This is an optimization exercise on Yosys and OpenROAD, whose aim is small area and few clock cycles, not a production implementation. The RTL was checked by simulation tests, not by an equivalence proof against the original design. Power and IR drop assume default switching activity.

===== flow/design.v =====
module nf5_stream (
    input  wire        clk,
    input  wire        rst,
    input  wire        cfg_we,
    input  wire [15:0] cfg_port,
    input  wire        frm_valid,
    output wire        frm_ready,
    input  wire [1:0]  frm_entry,
    input  wire [15:0] frm_len,
    input  wire        in_valid,
    output wire        in_ready,
    input  wire [7:0]  in_data,
    output wire        rec_valid,
    output wire [31:0] rec_src_addr,
    output wire [31:0] rec_dst_addr,
    output wire [31:0] rec_next_hop,
    output wire [15:0] rec_input_if,
    output wire [15:0] rec_output_if,
    output wire [31:0] rec_packets,
    output wire [31:0] rec_octets,
    output wire [31:0] rec_first_ms,
    output wire [31:0] rec_last_ms,
    output wire [15:0] rec_src_port,
    output wire [15:0] rec_dst_port,
    output wire [7:0]  rec_tcp_flags,
    output wire [7:0]  rec_protocol,
    output wire [7:0]  rec_tos,
    output wire [15:0] rec_src_as,
    output wire [15:0] rec_dst_as,
    output wire [7:0]  rec_src_mask,
    output wire [7:0]  rec_dst_mask,
    output wire        done,
    output reg  [3:0]  status,
    output reg  [2:0]  err_stage,
    output wire [31:0] err_a,
    output wire [31:0] err_b,
    output wire [31:0] err_c,
    output wire [15:0] hdr_count,
    output wire [31:0] hdr_sys_uptime_ms,
    output wire [31:0] hdr_unix_secs,
    output wire [31:0] hdr_unix_nsecs,
    output wire [31:0] hdr_flow_seq,
    output wire [7:0]  hdr_engine_type,
    output wire [7:0]  hdr_engine_id,
    output wire [15:0] hdr_sampling_interval,
    output wire [63:0] boot_time_ns
);
    localparam [3:0] E_OK = 4'd0, E_OOB = 4'd1, E_MALFORMED = 4'd2,
                     E_VERSION = 4'd3, E_TRUNCATED = 4'd4, E_LINKTYPE = 4'd5,
                     E_PROTO = 4'd6, E_PORT = 4'd7;
    localparam [2:0] T_LINK = 3'd1, T_NET = 3'd2, T_UDP = 3'd3, T_NF = 3'd4;
    localparam [2:0] S_IDLE = 3'd0, S_LINK = 3'd1, S_NET = 3'd2, S_UDP = 3'd3,
                     S_HDR = 3'd4, S_REC = 3'd5, S_DRAIN = 3'd6, S_FIN = 3'd7;
    reg [2:0]   st;
    reg [15:0]  rem;
    reg [5:0]   off;
    reg [15:0]  fa;
    reg [15:0]  cnt16;
    reg [15:0]  wreg;
    reg [15:0]  cfg_q;
    reg [351:0] rc;
    reg [159:0] hc;
    reg [64:0]  R;
    reg [4:0]   bc;
    reg         busy;
    wire ok = (status == E_OK);
    assign frm_ready = (st == S_IDLE);
    assign in_ready  = (st != S_IDLE) && (st != S_FIN);
    assign done      = (st == S_FIN) && !busy;
    wire take = in_valid && in_ready;
    wire [15:0] rem_n = rem - 16'd1;
    wire [5:0]  off_n = off + 6'd1;
    assign rec_valid = take && (st == S_REC) && (off == 6'd45) && ok;
    assign {rec_src_addr, rec_dst_addr, rec_next_hop, rec_input_if, rec_output_if,
            rec_packets, rec_octets, rec_first_ms, rec_last_ms, rec_src_port,
            rec_dst_port, rec_tcp_flags, rec_protocol, rec_tos, rec_src_as,
            rec_dst_as, rec_src_mask} = rc;
    assign rec_dst_mask = in_data;
    assign {hdr_sys_uptime_ms, hdr_unix_secs, hdr_unix_nsecs, hdr_flow_seq,
            hdr_engine_type, hdr_engine_id, hdr_sampling_interval} = hc;
    assign hdr_count    = cnt16;
    assign boot_time_ns = R[63:0];
    assign err_a = {16'd0, fa & {16{!ok}}};
    assign err_b = {16'd0, cnt16 & {16{!ok}}};
    assign err_c = {16'd0, wreg};
    reg        ent_go;
    reg [2:0]  ent_st;
    reg [15:0] ent_w;
    reg        ent_err;
    reg [3:0]  ent_code;
    reg [2:0]  ent_tag;
    reg [4:0]  ent_a, ent_b;
    always @(*) begin
        ent_go = 1'b0;
        ent_st = S_LINK;
        ent_w  = rem_n;
        if (st == S_IDLE) begin
            ent_go = frm_valid;
            ent_w  = frm_len;
            case (frm_entry)
                2'd0: ent_st = S_LINK;
                2'd1: ent_st = S_NET;
                2'd2: ent_st = S_UDP;
                default: ent_st = S_HDR;
            endcase
        end else if (take) begin
            case (st)
                S_LINK: begin
                    ent_st = S_NET;
                    ent_go = (off == 6'd13) && ({fa[7:0], in_data} == 16'h0800);
                end
                S_NET: begin
                    ent_st = S_UDP;
                    ent_go = (off_n == {fa[3:0], 2'b00});
                end
                S_UDP: begin
                    ent_st = S_HDR;
                    ent_go = (off == 6'd7);
                end
                default: ;
            endcase
        end
    end
    always @(*) begin
        ent_err  = 1'b0;
        ent_code = E_OOB;
        ent_tag  = T_LINK;
        ent_a    = 5'd0;
        ent_b    = 5'd0;
        case (ent_st)
            S_LINK: begin
                ent_err = ent_w < 16'd14; ent_tag = T_LINK; ent_b = 5'd14;
            end
            S_NET: begin
                ent_err = ent_w < 16'd20; ent_tag = T_NET; ent_b = 5'd20;
            end
            S_UDP: begin
                ent_err = ent_w < 16'd8; ent_tag = T_UDP; ent_b = 5'd8;
            end
            default: begin
                ent_err = ent_w < 16'd24; ent_tag = T_NF; ent_code = E_MALFORMED;
                if (ent_w[4:0] < 5'd2)       begin ent_a = 5'd0;  ent_b = 5'd2; end
                else if (ent_w[4:0] < 5'd4)  begin ent_a = 5'd2;  ent_b = 5'd2; end
                else if (ent_w[4:0] < 5'd8)  begin ent_a = 5'd4;  ent_b = 5'd4; end
                else if (ent_w[4:0] < 5'd12) begin ent_a = 5'd8;  ent_b = 5'd4; end
                else if (ent_w[4:0] < 5'd16) begin ent_a = 5'd12; ent_b = 5'd4; end
                else if (ent_w[4:0] < 5'd20) begin ent_a = 5'd16; ent_b = 5'd4; end
                else if (ent_w[4:0] < 5'd21) begin ent_a = 5'd20; ent_b = 5'd1; end
                else if (ent_w[4:0] < 5'd22) begin ent_a = 5'd21; ent_b = 5'd1; end
                else                         begin ent_a = 5'd22; ent_b = 5'd2; end
            end
        endcase
    end
    wire [12:0] cnt3  = {2'b00, cnt16[10:0]} + {1'b0, cnt16[10:0], 1'b0};
    wire        cbig  = (cnt16[15:11] != 5'd0) || cnt3[12];
    wire        fits  = !cbig && (rem[15:4] > cnt3[11:0]);
    wire        trunc = (cnt16 != 16'd0) && !fits;
    wire        bs = hc[96 + bc];
    wire        bu = hc[128 + bc];
    wire [33:0] bd = bs ? (bu ? 34'd999000000 : 34'd1000000000)
                        : (bu ? -34'sd1000000 : 34'd0);
    wire [33:0] bt = {R[64], R[64:32]} + bd;
    always @(posedge clk) begin
        if (rst) begin
            st    <= S_IDLE;
            cfg_q <= 16'd9500;
            busy  <= 1'b0;
        end else begin
            if (cfg_we)
                cfg_q <= cfg_port;
            if (busy) begin
                R    <= {bt[33:0], R[31:1]};
                bc   <= bc + 5'd1;
                busy <= (bc != 5'd31);
            end
            case (st)
                S_IDLE: if (frm_valid) begin
                    rem       <= frm_len;
                    status    <= E_OK;
                    err_stage <= 3'd0;
                end
                S_FIN: if (!busy) st <= S_IDLE;
                default: if (take) begin
                    rem <= rem_n;
                    off <= off_n;
                    case (st)
                        S_LINK: begin
                            fa <= {fa[7:0], in_data};
                            if (off == 6'd13) begin
                                if ({fa[7:0], in_data} != 16'h0800) begin
                                    status <= E_LINKTYPE; err_stage <= T_LINK;
                                    cnt16 <= 16'd0; wreg <= 16'd0;
                                    st <= S_DRAIN;
                                end
                            end
                        end
                        S_NET: begin
                            if (off == 6'd0) begin
                                fa <= {12'd0, in_data[3:0]};
                                if (in_data[3:0] < 4'd5) begin
                                    status <= E_MALFORMED; err_stage <= T_NET;
                                    cnt16 <= 16'd0;
                                    st <= S_DRAIN;
                                end else if ({10'd0, in_data[3:0], 2'b00} > wreg) begin
                                    status <= E_OOB; err_stage <= T_NET;
                                    fa <= 16'd20;
                                    cnt16 <= {10'd0, in_data[3:0] - 4'd5, 2'b00};
                                    st <= S_DRAIN;
                                end
                            end else if (off == 6'd9) begin
                                if (in_data != 8'd17) begin
                                    status <= E_PROTO; err_stage <= T_NET;
                                    fa <= {8'd0, in_data};
                                    cnt16 <= 16'd0; wreg <= 16'd0;
                                    st <= S_DRAIN;
                                end
                            end
                        end
                        S_UDP: begin
                            fa <= {fa[7:0], in_data};
                            if (off == 6'd3 && {fa[7:0], in_data} != cfg_q) begin
                                status <= E_PORT; err_stage <= T_UDP;
                                cnt16 <= cfg_q; wreg <= 16'd0;
                                st <= S_DRAIN;
                            end
                        end
                        S_HDR: begin
                            if (off[5:1] == 5'd0)
                                fa <= {fa[7:0], in_data};
                            if (off[5:1] == 5'd1)
                                cnt16 <= {cnt16[7:0], in_data};
                            if (off[5:2] != 4'd0)
                                hc <= {hc[151:0], in_data};
                            if (off == 6'd1 && {fa[7:0], in_data} != 16'd5) begin
                                status <= E_VERSION; err_stage <= T_NF;
                                cnt16 <= 16'd0; wreg <= 16'd0;
                                st <= S_DRAIN;
                            end
                            if (off == 6'd8) begin
                                if (trunc) begin
                                    status <= E_TRUNCATED; err_stage <= T_NF;
                                end else begin
                                    wreg <= 16'd0;
                                end
                            end
                            if (off == 6'd23) begin
                                off  <= 6'd0;
                                fa   <= 16'd0;
                                R[64:32] <= {1'b0, hc[87:56]};
                                bc   <= 5'd0;
                                busy <= 1'b1;
                                st   <= (ok && cnt16 == 16'd0) ? S_DRAIN : S_REC;
                            end
                        end
                        S_REC: begin
                            if (off < 6'd45 && off != 6'd36)
                                rc <= {rc[343:0], in_data};
                            if (off == 6'd47) begin
                                off <= 6'd0;
                                fa  <= fa + 16'd1;
                                if (fa + 16'd1 == cnt16)
                                    st <= S_DRAIN;
                            end
                        end
                        default: ;
                    endcase
                    if (rem_n == 16'd0)
                        st <= S_FIN;
                end
            endcase
            if (ent_go) begin
                off  <= 6'd0;
                wreg <= ent_w;
                if (ent_err) begin
                    status    <= ent_code;
                    err_stage <= ent_tag;
                    fa        <= {11'd0, ent_a};
                    cnt16     <= {11'd0, ent_b};
                    st        <= (ent_w == 16'd0) ? S_FIN : S_DRAIN;
                end else begin
                    st <= ent_st;
                end
            end
        end
    end
endmodule

===== flow/run.sh =====
#!/bin/bash
# synth_recipe.tcl (not shown) runs the flow's synth.tcl, then flattens the netlist and writes it again
# the make line also repeats each setting of config.mk as NAME=value (left out here)
make -C /OpenROAD-flow-scripts/flow DESIGN_CONFIG=/design/flow/config.mk WORK_HOME=/design/flow/orfs CLKGATE_MAP_FILE= SYNTH_SCRIPT=/design/flow/synth_recipe.tcl finish

===== flow/config.mk =====
export PLATFORM = sky130hd
export DESIGN_NAME = nf5_stream
export DESIGN_NICKNAME = nf5_stream
export VERILOG_FILES = /design/flow/design.v
export SDC_FILE = /design/flow/constraint.sdc
export NUM_CORES = 4
export LEC_CHECK = 0
export CAP_MARGIN = 20
export CORE_MARGIN = 2
export CORE_UTILIZATION = 40
export PLACE_DENSITY = 0.6
export SLEW_MARGIN = 20

===== flow/constraint.sdc =====
create_clock -name core_clock -period 11.0 [get_ports {clk}]
set_input_delay 2.2000 -clock core_clock [delete_from_list [all_inputs] [get_ports {clk}]]
set_output_delay 2.2000 -clock core_clock [all_outputs]
set_load 0.01 [all_outputs]

==> impl_metrics.json, run 1 <==
{
  "yosysUniqueCellTypes": 93,
  "cts_sinks": 679,
  "track_usage_pct": 25.26,
  "cts.clk_slew.worst_paths_ps": 70,
  "dp_cells": 3581,
  "drv_slew": 0,
  "min_period_ps": 6229,
  "ys_warn_count": 1,
  "synthTopCellsByArea": "edfxtp_1, ha_1, buf_4",
  "synth.most_common_cell": "edfxtp_1",
  "grt_pass1_vias": 19279,
  "synthCells": 2051,
  "drt-total-wl_um": 99960,
  "drc_errors": 0,
  "yosys.area.top_type": "edfxtp_1",
  "maxSlewHeadroom_pct": 25.30,
  "ys_seq_area_share_pct": 68.66,
  "hp-class": "reg -> reg",
  "synthArstFlopShare_pct": 0,
  "first_pass_iters": 5,
  "stdcell_area_mm2": 0.03935,
  "required_ps": 11480,
  "final_cells": 3725,
  "outcome": "timing/DRC/antenna clean",
  "via_count": 20236,
  "fmax_mhz": 160.5,
  "powerDensity_mw_per_mm2": 198.3,
  "slowest_stage": "edfxtp_1",
  "fin_skew_ps": 21.71,
  "numCtsBuffers": 76,
  "avgRoutedWirePerCell_um": 26.84,
  "synth-edff-count": 659,
  "critPathMaxStageDelay_ps": 700,
  "synth-main-ff-cell": "edfxtp_1",
  "grt_pass1_wl_um": 138600,
  "cts_setup_buffers": 0,
  "drtIter0Drc": 2044,
  "io_buffer_count": 705,
  "crit_type": "reg -> reg",
  "syn_area_mm2": 0.02940,
  "cp_cell_sequence": "buf_8, mux4_2, mux4_2, mux2i_1, inv_1, ha_1, ha_1, a21oi_1, inv_1, o31a_1, a41oi_1, o31a_1, o211ai_1, a41o_1, a2111o_1, a21oi_1",
  "r2r_start": "bc[0]",
  "path_max_fanout": 10,
  "antenna_left": 0,
  "cts_tree": "built",
  "ctsResizeCount": 0,
  "hpwl_um": 75580,
  "hold_buffers": 0,
  "hold_start": "rc[88]",
  "cp_top_family": "compound AO/OA/AOI/OAI gates",
  "max-vdd-ir-drop_mv": 0.2046,
  "avgSynthCellArea_um2": 14.34,
  "synthTopCellsByCount": "edfxtp_1, nor2_1, buf_4, nand2_1, a21oi_1",
  "critPathCaptureType": "flip-flop",
  "dieArea_mm2": 0.07569,
  "worstSetupStartpointType": "flip-flop",
  "rows": 99,
  "synth-seq-cells": 679,
  "p_leak_nw": 13.48,
  "core_area_mm2": 0.07283,
  "grt.overflow.total": 0,
  "htree_levels": 3,
  "dieWidth_um": 275.1,
  "grt_max_degree": 185,
  "total_power_mw": 7.805,
  "netlist.area_leader.share_pct": 67.30,
  "hold_viol": 0,
  "setup_viol": 0,
  "maxCapViolCount": 0,
  "ios": 754,
  "layout-drive-gt1-share_pct": 6.734,
  "area_growth_pct": 33.83,
  "cts_root_buffer": "clkbuf_16",
  "grt_setup_unrepaired": "no",
  "die_h_um": 275.1,
  "antenna_found_initial": 7,
  "nNetsFinal": 2829,
  "clockBufferDepth": 3,
  "tns_ps": 0,
  "worstSkewPairLatency_ps": 640,
  "tightest_slew_ps": 1121,
  "cp.arrival_ps": 6710,
  "fin_crit_sh_pct": 56.62,
  "placedInstanceArea_mm2": 0.03685,
  "initial_core_util_pct": 40.37,
  "gp_congestion": 0.9341,
  "cp_num_buf_inv": 3,
  "critPathLaunch": "bc[0]",
  "vias_per_cell": 5.432
}
-- layout by cell type (no fill, tap or decap), types with 12 or more instances in the layout --
| master | count |
|---|---|
| nand4_1 | 23 |
| edfxtp_1 | 659 |
| a221oi_1 | 14 |
| nand2b_1 | 13 |
| clkbuf_1 | 24 |
| and3_1 | 13 |
| o211ai_1 | 13 |
| clkbuf_16 | 77 |
| a21oi_1 | 100 |
| a21o_1 | 24 |
| a22oi_1 | 14 |
| mux4_2 | 20 |
| clkdlybuf4s50_1 | 705 |
| a22o_1 | 15 |
| ha_1 | 79 |
| xor2_1 | 26 |
| nor2b_1 | 25 |
| clkinv_1 | 12 |
| dfxtp_1 | 19 |
| xnor2_1 | 66 |
| buf_4 | 17 |
| nor3_1 | 26 |
| inv_1 | 63 |
| nor2_1 | 149 |
| conb_1 | 48 |
| o21ai_0 | 83 |
| mux2i_1 | 48 |
| a31oi_1 | 18 |
| nand2_1 | 115 |
| nand3_1 | 37 |
| nor4_1 | 18 |
-- cell families (layout without fill, tap and decap cells) --
kind of cell,after synthesis,after routing,share of synthesized area [%]
simple gates,496,496,8.477
compound gates,363,363,8.149
mux,71,71,3.294
buf+inv,266,930,5.034
xor+xnor,94,94,2.872
flops,679,679,68.66
other cells,1,52,0.01275
fa+ha+maj,81,81,3.498
-- layer usage --
metal  part of all wire, %  GRT usage, %  wire length, um
met1                    39         32.16            39210
met2                    50         42.93            49640
met3                   8.1         5.691             8058
met4                   3.0         7.881             3020
met5                 0.034             0               34
-- final timing paths --
path	endpoint	cells past startpoint	slack (ps)
worst max-delay path	R[64]	16	4770
worst min-delay path	rc[96]	0	430
worst max register to register	R[64]	16	4770
worst min register to register	rc[96]	0	430
-- registers in the layout, indices dropped and copies added, names as in the netlist, 6 cells and up --
register,flops
fa,16
R,65
off,6
cfg_q,16
hc,160
cnt16,16
rc,352
rem,16
wreg,16
-- per-stage QoR --
| stage | util [%] | hold slack (ps) | setup WS, ps |
|---|---|---|---|
| 2_1_floorplan | - | 427.7 | -3705 |
| 3_3_place_gp | 50.59 | 427.4 | 4740 |
| 3_5_place_dp | 50.60 | 431.3 | 4493 |
| 4_1_cts | 53.99 | 428.3 | 4550 |
| 5_1_grt | 54.01 | 438.1 | 4427 |
| 6_report | 54.03 | 433.7 | 4771 |
-- final cells by class --
type,count,area [um^2]
Fill cell,6029,33480
Sequential cell,679,20190
Multi-Input combinational cell,1153,7963
Timing Repair Buffer,725,7239
Clock buffer,101,2017
Tap cell,959,1200
Clock inverter,38,456.7
Inverter,66,274.0
Antenna cell,4,10.01
-- power by group --
part / total, mW / leakage [nW] / switching (mW) / internal [mW]
Clock: 2.52 / 1.19 / 1.06 / 1.45
Combinational: 1.94 / 6.12 / 1.12 / 0.815
Sequential: 3.35 / 6.18 / 0.291 / 3.06
Testbench counts, summed over its fixed seeds: cycles 148,380.
==> inputs of run 2 (changes only) <==
==> flow/flow/run.sh (new file) <==
#!/bin/bash
set -euo pipefail
export BUFFER_PORTS_ARGS="-buffer_cell sky130_fd_sc_hd__buf_1"
export CTS_ARGS="-sink_clustering_enable -repair_clock_nets -dont_use_dummy_load"
bash standard.sh > standard.log 2>&1
==> flow/standard.sh (new file) <==
#!/bin/bash
# synth_recipe.tcl (not shown) runs the flow's synth.tcl, then flattens the netlist and writes it again
# the make line also repeats each setting of config.mk as NAME=value (left out here)
make -C /OpenROAD-flow-scripts/flow DESIGN_CONFIG=/design/flow/config.mk WORK_HOME=/design/flow/orfs CLKGATE_MAP_FILE= SYNTH_SCRIPT=/design/flow/synth_recipe.tcl "${@:-finish}"
removed: flow/run.sh
==> run 2 against run 1 <==
- critical path depth stayed put
- synthesized cell count unchanged
- first-iteration DRC count is 6.1% lower
- count of clock-buffer cells in the layout is 25 lower
- core utilization decreased by 6.8 points
- worst hold slack worse by 43 ps
- clock power shrank 15%
- via count decreased by 0.79%
- register-to-register slack gained 20 ps
- area after synthesis unchanged
- sequential share of layout area grew 7.4 points
==> impl_metrics.json, run 2 <==
{
  "tightest_slew_ps": 1141,
  "worstSkewPairLatency_ps": 640,
  "maxCapViolCount": 0,
  "avgSynthCellArea_um2": 14.34,
  "worstSetupStartpointType": "flip-flop",
  "track_usage_pct": 24.31,
  "final_cell_mix": "buf_1, edfxtp_1, nor2_1, nand2_1, a21oi_1",
  "largest_reg_flops": 352,
  "cts_root_buffer": "clkbuf_16",
  "largest-register": "rc",
  "setup_viol": 0,
  "nNetsFinal": 2830,
  "synthTopCellsByArea": "edfxtp_1, ha_1, buf_4",
  "avgRoutedWirePerCell_um": 26.47,
  "p_leak_nw": 11.33,
  "cts_tree": "built",
  "dieArea_mm2": 0.07569,
  "r2r_slack_ps": 4790,
  "cts_sinks": 679,
  "final_cells": 3660,
  "hold_viol": 0,
  "area_growth_pct": 16.97,
  "io_buffer_count": 705,
  "fin_skew_ps": 76.85,
  "drt-total-wl_um": 96870,
  "ctsResizeCount": 0,
  "hpwl_um": 72650,
  "critPathCaptureType": "flip-flop",
  "hp-class": "reg -> reg",
  "via_count": 20077,
  "rows": 99,
  "drv_slew": 0,
  "htree_levels": 3,
  "numCtsBuffers": 76,
  "synthArstFlopShare_pct": 0,
  "synth_compound_area_share_pct": 8.149,
  "place_ws_ps": 4558,
  "die_h_um": 275.1,
  "nFillCells": 6631,
  "fin_util_pct": 47.22,
  "regArea_mm2": 0.02019,
  "clockBufferDepth": 3,
  "synth-edff-count": 659,
  "reg2reg_depth": 16,
  "first_pass_iters": 9,
  "grt.overflow.total": 0,
  "whs_endpoint": "rc[248]",
  "muxShareOfSynthArea_pct": 3.294,
  "max-vdd-ir-drop_mv": 0.1283,
  "dp_cells": 3581,
  "layout-drive-gt1-share_pct": 5.963,
  "timing.final.ws_setup_ps": 4788,
  "netlist.area_leader.share_pct": 67.30,
  "synth-seq-cells": 679,
  "synth_top_family_by_area": "simple AND/OR/NAND/NOR gates",
  "gp_congestion": 0.9470,
  "fin_crit_sh_pct": 56.47,
  "synthCells": 2051,
  "grt_pass1_wl_um": 133900,
  "synth_fa_ha_area_share_pct": 3.498,
  "min_period_ps": 6212,
  "grt_setup_unrepaired": "no",
  "synth.most_common_cell": "edfxtp_1",
  "synthTopCellsByCount": "edfxtp_1, nor2_1, buf_4, nand2_1, a21oi_1",
  "ys_warn_count": 1,
  "r2r_start": "bc[0]",
  "synthSimpleGateAreaFrac_pct": 8.477,
  "ios": 754,
  "reg_top3": "rc (352), hc (160), R (65)",
  "yosysUniqueCellTypes": 93,
  "cp.arrival_ps": 6640,
  "hold_buffers": 0,
  "initial_core_util_pct": 40.37,
  "crit_type": "reg -> reg",
  "outcome": "timing/DRC/antenna clean",
  "holdPathStages": 0,
  "antenna_left": 0,
  "grt_max_degree": 184,
  "drc_errors": 0,
  "dieWidth_um": 275.1,
  "drtIter0Drc": 1920,
  "yosys.area_share.xor_xnor_pct": 2.872,
  "core_area_mm2": 0.07283,
  "maxSlewHeadroom_pct": 23.91,
  "yosys.area.top_type": "edfxtp_1",
  "fmax_mhz": 161.0,
  "grt_pass1_vias": 19043,
  "ys_seq_area_share_pct": 68.66,
  "vias_per_cell": 5.486,
  "hold_start": "rc[240]",
  "cts_setup_buffers": 0,
  "rr_endpoint": "R[64]",
  "final_common_cell": "buf_1",
  "multi_input_area_mm2": 0.007965,
  "antenna_found_initial": 4,
  "syn_area_mm2": 0.02940,
  "path_max_fanout": 13,
  "synth-main-ff-cell": "edfxtp_1",
  "powerDensity_mw_per_mm2": 210.3,
  "cts.clk_slew.worst_paths_ps": 60,
  "required_ps": 11420
}
## run 2: cell types whose count changed in the layout (fill, tap and decap cells not counted), moves of 2 or more
cell,before,now
diode_2,4,1
inv_6,2,0
buf_1,0,704
buf_6,0,2
clkdlybuf4s50_1,705,0
clkinv_16,5,1
clkbuf_1,24,0
bufinv_16,6,0
clkinv_2,10,0
clkinv_1,12,0
clkinvlp_4,2,0
## run 2: worst max-delay path: stages (launching register included)
cell	delay, ps
edfxtp_1	640
buf_16	210
mux4_2	510
mux4_2	480
mux2i_1	580
inv_1	320
ha_1	440
ha_1	410
a21oi_1	270
inv_1	70
o31a_1	290
a41oi_1	480
o31a_1	300
o211ai_1	190
a41o_1	300
a2111o_1	410
a21oi_1	150
## run 2: final cells by class
type                    count  area share [%]
multi-input cells        1153           23.16
repair buffers            726           8.309
clock buffers              76           5.530
well taps                 959           3.489
diodes                      1        0.007276
flip-flops and latches    679           58.71
inverters                  66          0.7967
## run 2: cell families (layout without fill, tap and decap cells)
group           Yosys count  in the layout
compound gates          363            363
xor+xnor                 94             94
fa+ha+maj                81             81
buf+inv                 266            868
flops                   679            679
mux                      71             71
other cells               1             49
simple gates            496            496
## run 2: how the worst max path moves through the flow
stage / slack (ps) / cells past startpoint / startpoint / end
floorplan: -3700 / 4 / rst / rc[0]
global placement: 4690 / 15 / bc[0] / R[64]
detailed placement: 4560 / 15 / bc[0] / R[64]
CTS: 4510 / 15 / bc[0] / R[64]
global route: 4480 / 16 / bc[0] / R[64]
finish: 4790 / 16 / bc[0] / R[64]
## run 2: through the flow
stage	cell area, um^2	hold slack [ps]	TNS, ps	total power, mW
after floorplan	29670	427.7	-1825300	4.560
after global placement	32440	427.4	0	5.090
after detailed placement	32440	429.4	0	5.114
after CTS	34350	390.5	0	7.274
after global routing	34390	410.0	0	7.577
final	34390	390.2	0	7.233
## run 2: routing by layer
| metal | track usage (%) | routed length (um) | vias to the layer above |
|---|---|---|---|
| met4 | 8.179 | 3175 | 0 |
| met1 | 30.97 | 38150 | 10129 |
| li1 | - | - | 8843 |
| met5 | 0 | 0 | - |
| met2 | 41.10 | 47890 | 944 |
| met3 | 5.342 | 7647 | 161 |
## run 2: report_power, final
group	total [mW]	internal, mW	switching, mW
Combinational	1.74	0.636	1.11
Clock	2.14	1.21	0.936
Sequential	3.35	3.06	0.285

what the ideal ports hide:
The results above use ideal ports. As a check the final layouts listed here were re-extracted and re-timed, cells and wires unchanged. Step 1, drivers: a clkbuf_16 drives clk and a buf_2 each remaining input, both assumed. Step 2 adds t to the input delays and takes it off the output delays; t is the mean of the earliest and latest rising clock arrival at the registers after step 1. Input paths then give back, and output paths get back, about the clock's delay inside the block. Three values: no drivers, after step 1, after step 2; two values: the first two.
| run | shift t [ns] | slack for setup (ns) | hold WS [ns] | worst slew at a driven data input, ns |
|---|---|---|---|---|
| run 1 | 0.684 | 4.771 / 4.771 / 4.472 | 0.434 / 0.434 / 0.434 | 0.07 |
| run 2 | 0.662 | 4.788 / 4.788 / 4.788 | 0.390 / 0.390 / 0.390 | 0.07 |
After both steps every run listed still meets setup and hold. The setup slack of run 1, which loses most, moves by 0.000 ns with the drivers and by -0.299 ns with both steps.
